Source: an optimization exercise on an open RTL-to-GDS flow (aim: small area and a short achievable clock period). Production flows keep margins and buffers that such runs may drop. At most, simulation tests tie the RTL to the original design; equivalence was not proved. Power and IR drop assume default switching activity.

Setup of old:
## vm5f_core
module vm5f_core (
    input  wire         clk,
    input  wire         rst,             
    input  wire         rx_valid,
    input  wire [7:0]   rx_data,
    input  wire         rx_last,
    output wire         rx_ready,
    output reg          rsp_valid,
    output wire [2:0]   rsp_err,
    output wire [7:0]   rsp_addr,
    output wire [7:0]   rsp_cmd,
    output wire [7:0]   rsp_len,
    output wire [7:0]   rsp_chk,
    output wire [7:0]   rsp_chk_calc,
    output reg          rsp_chk_ok,
    output reg          rsp_tag,
    output reg  [2:0]   last_err,
    input  wire         enc_valid,
    output reg          enc_ready,
    input  wire [7:0]   enc_cmd,
    input  wire [7:0]   enc_addr,
    input  wire [4:0]   enc_n,
    input  wire [207:0] enc_payload,     
    output reg          tx_valid,
    output reg  [7:0]   tx_data,
    output reg          tx_last,
    input  wire         tx_ready,
    output reg          refused,
    input  wire         tick,            
    input  wire         ovr_n,           
    output reg          act,             
    output reg  [1:0]   ls,
    output reg  [3:0]   fifo_count,
    output reg  [7:0]   cur_ant,
    output reg  [15:0]  cur_pc,
    output reg  [95:0]  cur_epc
);
Settings: LEC_CHECK=0, CAP_MARGIN=20, CORE_MARGIN=2, CORE_UTILIZATION=40, SLEW_MARGIN=20; clock period 10.0 ns.
standard.sh (not shown) runs the stock make flow with config.mk's settings and CLKGATE_MAP_FILE= SYNTH_SCRIPT=/design/flow/synth_recipe.tcl, a recipe that flattens the netlist after the stock synthesis.
==> flow/flow/run.sh <==
#!/bin/bash
# Standard ORFS layout, with repair_timing aiming further below the clock period.
set -euo pipefail
bash standard.sh SETUP_SLACK_MARGIN=6.5 finish > standard_flow.log 2>&1
The inputs of new differ from those of old as listed below.
==> flow/flow/run.sh <==
#!/bin/bash
# Standard ORFS layout, with plain buffers on the ports and repair_timing aiming
# further below the clock period.
set -euo pipefail
bash standard.sh "BUFFER_PORTS_ARGS=-buffer_cell sky130_fd_sc_hd__buf_2" SETUP_SLACK_MARGIN=6.5 finish > standard_flow.log 2>&1
### Flow results
old ended up with enc_n[2] as its worst setup path startpoint; new ended up with wr[0]$_SDFFE_PP0P_. Run comparison: old endpoint of the most critical setup path tx_data[2]$_SDFFE_PN0P_; new endpoint of the most critical setup path mem[942]$_DFFE_PP_. | data arrival time at the worst-slack endpoint | lower: new |. Clock latency at the later pin of the worst-skew pair: new vs old, no meaningful difference. | multi-input combinational cell count | new vs old | ≈ equal |. Across both runs, switching part of the total power was higher for new than for old.

Another version of the RTL of vm5f_core (not shown whole).
Size: about 1600 flip-flops, about 430 I/O pins, roughly 0.057 sq mm of cells after synthesis.
==> flow/config.mk <==
export PLATFORM = sky130hd
export DESIGN_NAME = vm5f_core
export DESIGN_NICKNAME = vm5f_core
export VERILOG_FILES = /design/flow/design.v
export SDC_FILE = /design/flow/constraint.sdc
export NUM_CORES = 4
export LEC_CHECK = 0
export CAP_MARGIN = 20
export CORE_MARGIN = 2
export CORE_UTILIZATION = 40
export SLEW_MARGIN = 20
export SYNTH_HIERARCHICAL = 1
export SYNTH_MINIMUM_KEEP_SIZE = 0
==> flow/constraint.sdc <==
create_clock -name core_clock -period 10.0 [get_ports {clk}]
set_input_delay 2.0000 -clock core_clock [delete_from_list [all_inputs] [get_ports {clk}]]
set_output_delay 2.0000 -clock core_clock [all_outputs]
set_load 0.01 [all_outputs]
==> flow/flow/run.sh <==
#!/bin/bash
# Standard ORFS layout, with plain buffers on the ports, a clock tree with
# larger sink clusters and no dummy loads, and repair_timing aiming further
# below the clock period.
set -euo pipefail
bash standard.sh "BUFFER_PORTS_ARGS=-buffer_cell sky130_fd_sc_hd__buf_2" \
  "CTS_ARGS=-sink_clustering_enable -repair_clock_nets -sink_clustering_size 25 -sink_clustering_max_diameter 80 -buf_list sky130_fd_sc_hd__clkbuf_16 -dont_use_dummy_load" \
  SETUP_SLACK_MARGIN=7.3 finish > standard_flow.log 2>&1
The baseline finished with timing, DRC and antenna clean.
Rerun with:
--- a/flow/flow/run.sh
+++ b/flow/flow/run.sh
@@ -7,2 +7,2 @@
   "CTS_ARGS=-sink_clustering_enable -repair_clock_nets -sink_clustering_size 25 -sink_clustering_max_diameter 80 -buf_list sky130_fd_sc_hd__clkbuf_16 -dont_use_dummy_load" \
-  SETUP_SLACK_MARGIN=7.3 finish > standard_flow.log 2>&1
+  SETUP_SLACK_MARGIN=7.0 finish > standard_flow.log 2>&1
CORE_UTILIZATION = 60   (was 40)
Outcome: Area after synthesis is unchanged; setup slack improved by 0.029 ns; routed wire length shrinks by 4.0%; via count grows by 1.5%; final cell count shrinks by 9.1%; combinational power shrinks by about 8%.
Rerun with:
CORE_UTILIZATION = 40   (was 60)
Outcome: The changed run finished clean; global-route usage falls by 12 points; routed wire length rises by 2.4%; die area rises by 49%; synthesized cell count is unchanged; maximum frequency stays flat; cell area rises by 1.5%; clock skew rises by 0.022 ns; utilization falls by 22 points; clock power rises by about 6%; final cell count rises by 9.7%; worst setup slack improves by 0.0060 ns.
Rerun with:
==> flow/flow/run.sh (replaced) <==
#!/bin/bash
# Standard ORFS layout, with plain buffers on the ports, a clock tree with
# larger sink clusters and no dummy loads, and repair_timing aiming further
# below the clock period.
set -euo pipefail
bash standard.sh "BUFFER_PORTS_ARGS=-buffer_cell sky130_fd_sc_hd__buf_2" \
  "CTS_ARGS=-sink_clustering_enable -repair_clock_nets -sink_clustering_size 28 -sink_clustering_max_diameter 90 -buf_list sky130_fd_sc_hd__clkbuf_16 -dont_use_dummy_load" \
  SETUP_SLACK_MARGIN=6.8 finish > standard_flow.log 2>&1
The changed run produced a clean layout.
Sequential share of layout area rose by 0.59 points.
Sequential cell count does not change.
Clock-buffer cell count goes down by 12.
Hold slack is worse by 0.032 ns.
Worst setup slack gets better by 0.032 ns.
Cell count falls slightly.
Clock power drops by a little under a tenth.
Cell area falls slightly.
Maximum frequency went up slightly.

Setup of run 1:
Another version of the RTL of vm5f_core (not shown whole).
Size: roughly 3500 cells after synthesis, ~1600 flip-flops.
clock: 10.0 ns
lec_check: 0
cap_margin: 20
core_margin: 2
core_utilization: 40
cts_cluster_diameter: 80
cts_cluster_size: 25
slew_margin: 20
==> flow/flow/run.sh <==
#!/bin/bash
# Standard ORFS layout, with plain buffers on the ports and repair_timing aiming
# further below the clock period.
set -euo pipefail
bash standard.sh "BUFFER_PORTS_ARGS=-buffer_cell sky130_fd_sc_hd__buf_2" SETUP_SLACK_MARGIN=6.5 finish > standard_flow.log 2>&1
Run 1 completed every stage of the flow, and the final layout passed the timing, DRC and antenna checks.
Inputs modified between run 1 and run 2:
==> flow/flow/run.sh <==
#!/bin/bash
# Standard ORFS layout, with plain buffers on the ports, a clock tree with
# larger sink clusters and no dummy loads, and repair_timing aiming further
# below the clock period.
set -euo pipefail
bash standard.sh "BUFFER_PORTS_ARGS=-buffer_cell sky130_fd_sc_hd__buf_2" \
  "CTS_ARGS=-sink_clustering_enable -repair_clock_nets -sink_clustering_size 25 -sink_clustering_max_diameter 80 -buf_list sky130_fd_sc_hd__clkbuf_16 -dont_use_dummy_load" \
  SETUP_SLACK_MARGIN=6.5 finish > standard_flow.log 2>&1
-- flow/config.mk --
<<< run 1, line 9
export CORE_MARGIN = 2
export CORE_UTILIZATION = 40
export CTS_CLUSTER_DIAMETER = 80
export CTS_CLUSTER_SIZE = 25
export SLEW_MARGIN = 20
>>> run 2, line 9
export CORE_MARGIN = 2
export CORE_UTILIZATION = 40
export SLEW_MARGIN = 20
==> comparison <==
Summary of run 2 over run 1: leakage power of the design shrank by 1.2%; share of final-layout standard cells stronger than drive strength 1 dropped 0.44 points; minimum period implied by the final worst setup slack saw a decrease.
Sort run 1 and run 2 by first-pass GRT wire length desc -> top: run 1
Layout overhead on the synthesized area, run 1 and run 2: lower on run 2
Actual slew at the worst max-slew pin up 0.021 ns in run 2 wrt run 1
~same final critical-path share of the clock period in run 1 and run 2

## west
Another version of the RTL of vm5f_core (not shown whole).
Size: roughly 3700 cells after synthesis, ~1600 flip-flops, roughly 430 I/O pins.
## vm5f_core
module vm5f_core (
    input  wire         clk,
    input  wire         rst,             
    input  wire         rx_valid,
    input  wire [7:0]   rx_data,
    input  wire         rx_last,
    output wire         rx_ready,
    output reg          rsp_valid,
    output wire [2:0]   rsp_err,
    output wire [7:0]   rsp_addr,
    output wire [7:0]   rsp_cmd,
    output wire [7:0]   rsp_len,
    output wire [7:0]   rsp_chk,
    output wire [7:0]   rsp_chk_calc,
    output reg          rsp_chk_ok,
    output reg          rsp_tag,
    output reg  [2:0]   last_err,
    input  wire         enc_valid,
    output reg          enc_ready,
    input  wire [7:0]   enc_cmd,
    input  wire [7:0]   enc_addr,
    input  wire [4:0]   enc_n,
    input  wire [207:0] enc_payload,     
    output reg          tx_valid,
    output reg  [7:0]   tx_data,
    output reg          tx_last,
    input  wire         tx_ready,
    output reg          refused,
    input  wire         tick,            
    input  wire         ovr_n,           
    output reg          act,             
    output reg  [1:0]   ls,
    output reg  [3:0]   fifo_count,
    output reg  [7:0]   cur_ant,
    output reg  [15:0]  cur_pc,
    output reg  [95:0]  cur_epc
);
Settings: LEC_CHECK=0, CAP_MARGIN=20, CORE_MARGIN=2, CORE_UTILIZATION=40, CTS_CLUSTER_DIAMETER=100, CTS_CLUSTER_SIZE=30, SLEW_MARGIN=20; clock period 10.0 ns.
==> flow/flow/run.sh <==
#!/bin/bash
# Standard ORFS layout, with plain buffers on the ports and repair_timing aiming
# further below the clock period.
set -euo pipefail
bash standard.sh "BUFFER_PORTS_ARGS=-buffer_cell sky130_fd_sc_hd__buf_2" SETUP_SLACK_MARGIN=6.5 finish > standard_flow.log 2>&1
Here is what was changed in the inputs of north compared with west.
- CTS_CLUSTER_SIZE now 25, was 30
- CTS_CLUSTER_DIAMETER now 80, was 100
Findings:
Changes observed in north relative to west: multi-input gate share of total cell area decreased 0.19 points; clock period minus worst slack climbed 0.0072 ns; xor and xnor area share after synthesis barely changed.
No run of this note included a check of the RTL's function; only the layout flow was run.

Another version of the RTL of vm5f_core (not shown whole).
Size in the first run: about 3500 cells after synthesis, ~430 I/O pins, about 58000 um^2 of cells after synthesis.
Settings: LEC_CHECK=0, CAP_MARGIN=20, CORE_MARGIN=2, CORE_UTILIZATION=40, SLEW_MARGIN=20; clock period 10.0 ns.
==> flow/flow/run.sh <==
#!/bin/bash
# Standard ORFS layout, with plain buffers on the ports, a clock tree with
# larger sink clusters and no dummy loads, and repair_timing aiming further
# below the clock period.
set -euo pipefail
bash standard.sh "BUFFER_PORTS_ARGS=-buffer_cell sky130_fd_sc_hd__buf_2" \
  "CTS_ARGS=-sink_clustering_enable -repair_clock_nets -sink_clustering_size 25 -sink_clustering_max_diameter 80 -buf_list sky130_fd_sc_hd__clkbuf_16 -dont_use_dummy_load" \
  SETUP_SLACK_MARGIN=6.5 finish > standard_flow.log 2>&1
Rerun with:
--- a/flow/flow/run.sh
+++ b/flow/flow/run.sh
@@ -8 +8 @@
-  SETUP_SLACK_MARGIN=6.5 finish > standard_flow.log 2>&1
+  SETUP_SLACK_MARGIN=7.0 finish > standard_flow.log 2>&1
Register-to-register slack gets better by 260 ps.
Power rose by 5.3%.
Die area stays the same.
Global-route usage rose by 0.34 points.
Function was not checked in any run of this note: the RTL went through the layout flow alone.

RTL: one of the versions met above, not the one the previous note started from.
For scale: roughly 4800 cells after synthesis, roughly 430 I/O pins, roughly 57000 um^2 of cells after synthesis.
Settings: LEC_CHECK=0, CAP_MARGIN=20, CORE_MARGIN=2, CORE_UTILIZATION=40, SLEW_MARGIN=20, SYNTH_HIERARCHICAL=1, SYNTH_MINIMUM_KEEP_SIZE=0; clock period 10.0 ns.
==> flow/flow/run.sh <==
#!/bin/bash
# Standard ORFS layout, with plain buffers on the ports, a clock tree with
# larger sink clusters and no dummy loads, and repair_timing aiming further
# below the clock period.
set -euo pipefail
bash standard.sh "BUFFER_PORTS_ARGS=-buffer_cell sky130_fd_sc_hd__buf_2" \
  "CTS_ARGS=-sink_clustering_enable -repair_clock_nets -sink_clustering_size 28 -sink_clustering_max_diameter 90 -buf_list sky130_fd_sc_hd__clkbuf_16 -dont_use_dummy_load" \
  SETUP_SLACK_MARGIN=7.0 finish > standard_flow.log 2>&1
The first run completed with no timing, DRC or antenna violations.
Rerun with:
==> flow/flow/run.sh (replaced) <==
#!/bin/bash
# Standard ORFS layout, with plain buffers on the ports, a clock tree with
# larger sink clusters and no dummy loads, and repair_timing aiming further
# below the clock period.
set -euo pipefail
bash standard.sh "BUFFER_PORTS_ARGS=-buffer_cell sky130_fd_sc_hd__buf_2" \
  "CTS_ARGS=-sink_clustering_enable -repair_clock_nets -sink_clustering_size 25 -sink_clustering_max_diameter 80 -buf_list sky130_fd_sc_hd__clkbuf_16 -dont_use_dummy_load" \
  SETUP_SLACK_MARGIN=6.8 finish > standard_flow.log 2>&1
Result:
- area after synthesis does not change
- clock-buffer cell count increases by 10
- die area is unchanged
- sequential cell count is unchanged
- power is higher by about 1.5%
- worst setup slack is worse by 0.0091 ns
- hold slack got worse by 0.039 ns
- final area came out lower by 0.37%
- routed wire length decreases by about 0.6%
- sequential power came out lower by about 0.9%
- global-route usage is about the same

Another version of the RTL of vm5f_core (not shown whole).
For scale: roughly 1,600 flip-flops, about 56,000 um^2 of cells after synthesis.
export LEC_CHECK = 0
export CAP_MARGIN = 20
export CORE_MARGIN = 2
export CORE_UTILIZATION = 40
export SLEW_MARGIN = 20
export SYNTH_HIERARCHICAL = 1
export SYNTH_MINIMUM_KEEP_SIZE = 0
create_clock -name core_clock -period 10.0 [get_ports {clk}]
==> flow/flow/run.sh <==
#!/bin/bash
# Standard ORFS layout, with plain buffers on the ports, a clock tree with
# larger sink clusters and no dummy loads, and repair_timing aiming further
# below the clock period.
set -euo pipefail
bash standard.sh "BUFFER_PORTS_ARGS=-buffer_cell sky130_fd_sc_hd__buf_2" \
  "CTS_ARGS=-sink_clustering_enable -repair_clock_nets -sink_clustering_size 25 -sink_clustering_max_diameter 80 -buf_list sky130_fd_sc_hd__clkbuf_16 -dont_use_dummy_load" \
  SETUP_SLACK_MARGIN=6.5 finish > standard_flow.log 2>&1
The starting point completed without violations.
Rerun with:
--- a/flow/flow/run.sh
+++ b/flow/flow/run.sh
@@ -8 +8 @@
-  SETUP_SLACK_MARGIN=6.5 finish > standard_flow.log 2>&1
+  SETUP_SLACK_MARGIN=7.0 finish > standard_flow.log 2>&1
After rerunning: Final cell count rose by about 0.9%. Non-clock buffer count increases by 62. Via count rose by 1.1%. Worst hold slack got worse by 0.047 ns. Power rises by about 2.2%. Sequential power barely changes. Final area came out higher by about 4%. Count of clock-buffer cells in the layout goes up by 4. Worst setup slack improves by 0.16 ns. Maximum frequency rises by about 5%. Global-route usage came out higher by 1.3 points.

== lane 4 ==
Another version of the RTL of vm5f_core (not shown whole).
Size in the first run: roughly 1,600 flip-flops, about 430 I/O pins, about 57,000 um^2 of cells after synthesis.
export LEC_CHECK = 0
export CAP_MARGIN = 20
export CORE_MARGIN = 2
export CORE_UTILIZATION = 40
export SLEW_MARGIN = 20
export SYNTH_HIERARCHICAL = 1
export SYNTH_MINIMUM_KEEP_SIZE = 0
create_clock -name core_clock -period 10.0 [get_ports {clk}]
==> flow/flow/run.sh <==
#!/bin/bash
# Standard ORFS layout, with plain buffers on the ports, a clock tree with
# larger sink clusters and no dummy loads, and repair_timing aiming further
# below the clock period.
set -euo pipefail
bash standard.sh "BUFFER_PORTS_ARGS=-buffer_cell sky130_fd_sc_hd__buf_2" \
  "CTS_ARGS=-sink_clustering_enable -repair_clock_nets -sink_clustering_size 25 -sink_clustering_max_diameter 80 -buf_list sky130_fd_sc_hd__clkbuf_16 -dont_use_dummy_load" \
  SETUP_SLACK_MARGIN=7.0 finish > standard_flow.log 2>&1
> inputs changed (lane 4 -> lane 1)
diff --git a/flow/flow/run.sh b/flow/flow/run.sh
--- a/flow/flow/run.sh
+++ b/flow/flow/run.sh
@@ -8 +8 @@
-  SETUP_SLACK_MARGIN=7.0 finish > standard_flow.log 2>&1
+  SETUP_SLACK_MARGIN=6.5 finish > standard_flow.log 2>&1
Compare lane 1 and lane 4 | post-layout instance count excluding filler cells higher: lane 4
Met2 routing resource usage after global routing: lower on lane 1
Lower total non-filler cell area in the finished layout among lane 1 and lane 4: lane 1
When lane 1 is set beside lane 4, its worst reg2reg path depth turns out to be 2 larger.
Area of combinational cells with multiple inputs of lane 1 falls short of that of lane 4 slightly.
Lower fraction of final layout cells with drive strength greater than 1 among lane 1 and lane 4: lane 1
Diff lane 4 -> lane 1: logic gate share of total power fell 0.8 points; power fell by about 0.5%.
Taking lane 4 as the reference, in lane 1 register-to-register slack +0.04 ns; clock latency on the worst-skew pair now sits at about the same level.

==> afterwards: timing with drivers on the ports <==
Ports are ideal in the flow. The routed layouts listed here were re-timed in OpenROAD. Step 1 sets driving cells, clkbuf_16 on the clock port and buf_2 on the other inputs (assumed; they add their load-dependent delay and slew). Step 2 moves the port delays by t, midway between the first and last clock arrival at a register: inputs arrive t later, outputs are due t later. That takes back most of the time a late clock gives input paths. a / b / c = no drivers / after step 1 / after step 2; a / b = the first two.
run	t (ns)	setup WS [ns]	worst setup path after step 2
old	0.859	6.496 / 6.424 / 5.697	input to register
new	0.861	6.464 / 6.404 / 5.738	input to register
the first run of note 2	0.756	6.687 / 6.611 / 6.192	input to register
the second run of note 2	0.726	6.716 / 6.730 / 6.048	input to register
the third run of note 2	0.777	6.722 / 6.643 / 6.279	input to register
the fourth run of note 2	0.758	6.754 / 6.671 / 6.120	input to register
run 1	0.778	6.525 / 6.451 / 5.817	input to register
run 2	0.739	6.538 / 6.465 / 5.875	input to register
west	0.803	6.524 / 6.449 / 5.848	input to register
north	0.768	6.517 / 6.439 / 5.839	input to register
the first run of note 5	0.754	6.577 / 6.499 / 5.877	input to register
the second run of note 5	0.746	6.668 / 6.584 / 5.987	input to register
the first run of note 6	0.745	6.740 / 6.662 / 6.245	input to register
the second run of note 6	0.768	6.731 / 6.649 / 6.118	input to register
the first run of note 7	0.752	6.517 / 6.453 / 5.701	input to register
the second run of note 7	0.743	6.681 / 6.605 / 5.862	input to register
lane 4	0.738	6.526 / 6.526 / 5.872	input to register
lane 1	0.758	6.529 / 6.472 / 5.826	input to register
After both steps every run listed still meets setup and hold. The setup slack of the second run of note 7, which loses most, moves by -0.076 ns with the drivers and by -0.819 ns with both steps.
